This design comes from an exercise in tuning for small area on the open sky130 flow, not from production work. Function was checked by simulation only, so behaviour that the tests miss may differ from the original. The clock port is modelled as an ideal driver; clocking choices that lean on that would not hold on a real chip.

## job 9904
Design fdc_mapper, start of the top module:
module fdc_mapper (
    input             clk,
    input             rst,           
    input             req_valid,
    output            req_ready,
    input      [7:0]  heads,
    input      [15:0] tracks,
    input      [15:0] spt,           
    input      [15:0] first_sector,
    input      [15:0] sector_size,
    input             interleaved,
    input             sides_swapped,
    input             reverse_side0,
    input             reverse_side1,
    input      [7:0]  track,
    input             side,
    input      [7:0]  sector,
    output reg        rsp_valid,
    output     [63:0] offset,
    output     [1:0]  err,           
    output            past_end       
);
clock: 25.0 ns
lec_check: 0
cap_margin: 20
core_margin: 2
core_utilization: 40
slew_margin: 20
standard.sh (not shown) runs the stock make flow with config.mk's settings and CLKGATE_MAP_FILE= SYNTH_SCRIPT=/design/flow/synth_recipe.tcl, a recipe that flattens the netlist after the stock synthesis.
==> flow/flow/run.sh <==
#!/bin/bash
# The standard layout, with the smallest plain buffer on the ports, a
# clock tree of small buffers without dummy loads, and combinational cells
# at their smallest drive strength before repair_design.
set -euo pipefail
export BUFFER_PORTS_ARGS="-buffer_cell sky130_fd_sc_hd__buf_1"
export CTS_ARGS="-sink_clustering_enable -repair_clock_nets -dont_use_dummy_load -root_buf sky130_fd_sc_hd__clkbuf_16 -buf_list sky130_fd_sc_hd__clkbuf_4"
export PRE_RESIZE_TCL="$PWD/flow/downsize.tcl"
bash standard.sh > standard.log 2>&1
==> flow/flow/downsize.tcl <==
# Before repair_design: put every combinational cell that synthesis sized
# up at the smallest drive strength of its function; repair_design then
# fixes whatever slew or capacitance that leaves out of limits.
set skip {dfxtp edfxtp dfrtp dfstp dfxbp sdfxtp clkbuf clkinv clkdlybuf4s50 conb tapvpwrvgnd}
set n 0
foreach inst [[ord::get_db_block] getInsts] {
  set mname [[$inst getMaster] getName]
  if {![regexp {^sky130_fd_sc_hd__(.+)_([0-9]+)$} $mname -> base drv]} { continue }
  if {[lsearch -exact $skip $base] >= 0} { continue }
  if {$drv <= 1} { continue }
  foreach d {0 1} {
    if {$d >= $drv} { break }
    set cells [get_lib_cells -quiet */sky130_fd_sc_hd__${base}_$d]
    set ok [expr {[llength $cells] > 0}]
    foreach pat $::env(DONT_USE_CELLS) {
      if {[string match $pat sky130_fd_sc_hd__${base}_$d]} { set ok 0 }
    }
    if {$ok} {
      replace_cell [get_cells [$inst getName]] [lindex $cells 0]
      incr n
      break
    }
  }
}
puts "downsize: $n cells"
Edits applied to the flow inputs when going from job 9904 to job 8997:
==> flow/flow/run.sh <==
#!/bin/bash
# The standard layout, with the smallest plain buffer on the ports and a
# clock tree of small buffers without dummy loads; leaf buffers with a
# high clock slew are upsized after CTS.
set -euo pipefail
export BUFFER_PORTS_ARGS="-buffer_cell sky130_fd_sc_hd__buf_1"
export CTS_ARGS="-sink_clustering_enable -repair_clock_nets -dont_use_dummy_load -root_buf sky130_fd_sc_hd__clkbuf_16 -buf_list sky130_fd_sc_hd__clkbuf_4"
export POST_CTS_TCL="$PWD/flow/post_cts.tcl"
bash standard.sh > standard.log 2>&1
==> flow/flow/post_cts.tcl (new file) <==
estimate_parasitics -placement
set up 0
foreach inst [get_cells -filter "ref_name == sky130_fd_sc_hd__clkbuf_4"] {
  set out [get_pins -of_objects $inst -filter "direction == output"]
  set worst 0
  foreach p [get_pins -of_objects [get_nets -of_objects $out] -filter "direction == input"] {
    foreach e {rise fall} {
      set s [get_property $p slew_max_$e]
      if {$s > $worst} { set worst $s }
    }
  }
  if {$worst > 95e-12} {
    replace_cell $inst [lindex [get_lib_cells */sky130_fd_sc_hd__clkbuf_8] 0]
    incr up
  }
}
puts "post_cts: $up clock buffers upsized"
if {$up > 0} {
  detailed_placement
  check_placement -verbose
  estimate_parasitics -placement
}
removed: flow/flow/downsize.tcl
### Flow results
Core utilization: job 8997 > job 9904. The buffer share of cell area in job 8997 was lower than what job 9904 gave. Job 9904 → job 8997: global-route usage flat, wire length of the first global-routing pass has decreased. Re relative area change from synthesis to final layout: job 9904 was lower than job 8997. Between job 8997 and job 9904, it is job 8997 whose count of filler cells inserted in the layout is lower, by 18. Between job 8997 and job 9904, the final cell count without fillers figures differ only marginally.
#### Input delta (job 9274 over job 8997)
==> flow/flow/run.sh <==
#!/bin/bash
# The standard layout, with the smallest plain buffer on the ports, a
# clock tree of small buffers without dummy loads, and combinational cells
# at their smallest drive strength before repair_design.
set -euo pipefail
export BUFFER_PORTS_ARGS="-buffer_cell sky130_fd_sc_hd__buf_1"
export CTS_ARGS="-sink_clustering_enable -repair_clock_nets -dont_use_dummy_load -root_buf sky130_fd_sc_hd__clkbuf_16 -buf_list sky130_fd_sc_hd__clkbuf_4"
export PRE_RESIZE_TCL="$PWD/flow/downsize.tcl"
bash standard.sh > standard.log 2>&1
==> flow/flow/downsize.tcl (new file) <==
# Before repair_design: put every combinational cell that synthesis sized
# up at the smallest drive strength of its function; repair_design then
# fixes whatever slew or capacitance that leaves out of limits.
set skip {dfxtp edfxtp dfrtp dfstp dfxbp sdfxtp clkbuf clkinv clkdlybuf4s50 conb tapvpwrvgnd}
set n 0
foreach inst [[ord::get_db_block] getInsts] {
  set mname [[$inst getMaster] getName]
  if {![regexp {^sky130_fd_sc_hd__(.+)_([0-9]+)$} $mname -> base drv]} { continue }
  if {[lsearch -exact $skip $base] >= 0} { continue }
  if {$drv <= 1} { continue }
  foreach d {0 1} {
    if {$d >= $drv} { break }
    set cells [get_lib_cells -quiet */sky130_fd_sc_hd__${base}_$d]
    if {[llength $cells] > 0 && ![sta::is_dont_use [lindex $cells 0]]} {
      replace_cell [get_cells [$inst getName]] [lindex $cells 0]
      incr n
      break
    }
  }
}
puts "downsize: $n cells"
removed: flow/flow/post_cts.tcl
Findings:
Stage in which a tool error killed job 9274: 3_4_place_resized.
Changes observed in job 9274 relative to job 8997: average instance area after synthesis ~0 delta; gate count of the mapped netlist ~0 delta; placement row count ~0 delta; synthesized flop and latch total ~0 delta.

==> separate check: timing with driven ports <==
The results above use ideal ports. As a check the final layouts listed here were re-extracted and re-timed, cells and wires unchanged.
Step 1 assumes that a clkbuf_16 drives the clock port and a buf_2 every other input.
Step 2 adds t to the input delays and takes it off the output delays; t is the mean of the earliest and latest rising clock arrival at the registers after step 1. Input paths then give back, and output paths get back, about the clock's delay inside the block.
a / b / c = ideal ports / drivers / drivers and shift; a / b = the first two.
run	t, ns	slack for setup (ns)	latest minus earliest clock arrival (ns)	slew at the worst register clock pin (ns)	pins driven straight from the clock port
job 9904	0.386	14.815 / 14.831 / 14.444	0.046 / 0.047	0.12 / 0.12	1
job 8997	0.395	14.816 / 14.833 / 14.438	0.024 / 0.024	0.08 / 0.08	1
After both steps every run listed still meets setup and hold. The setup slack of job 8997, which loses most, moves by +0.017 ns with the drivers and by -0.378 ns with both steps.
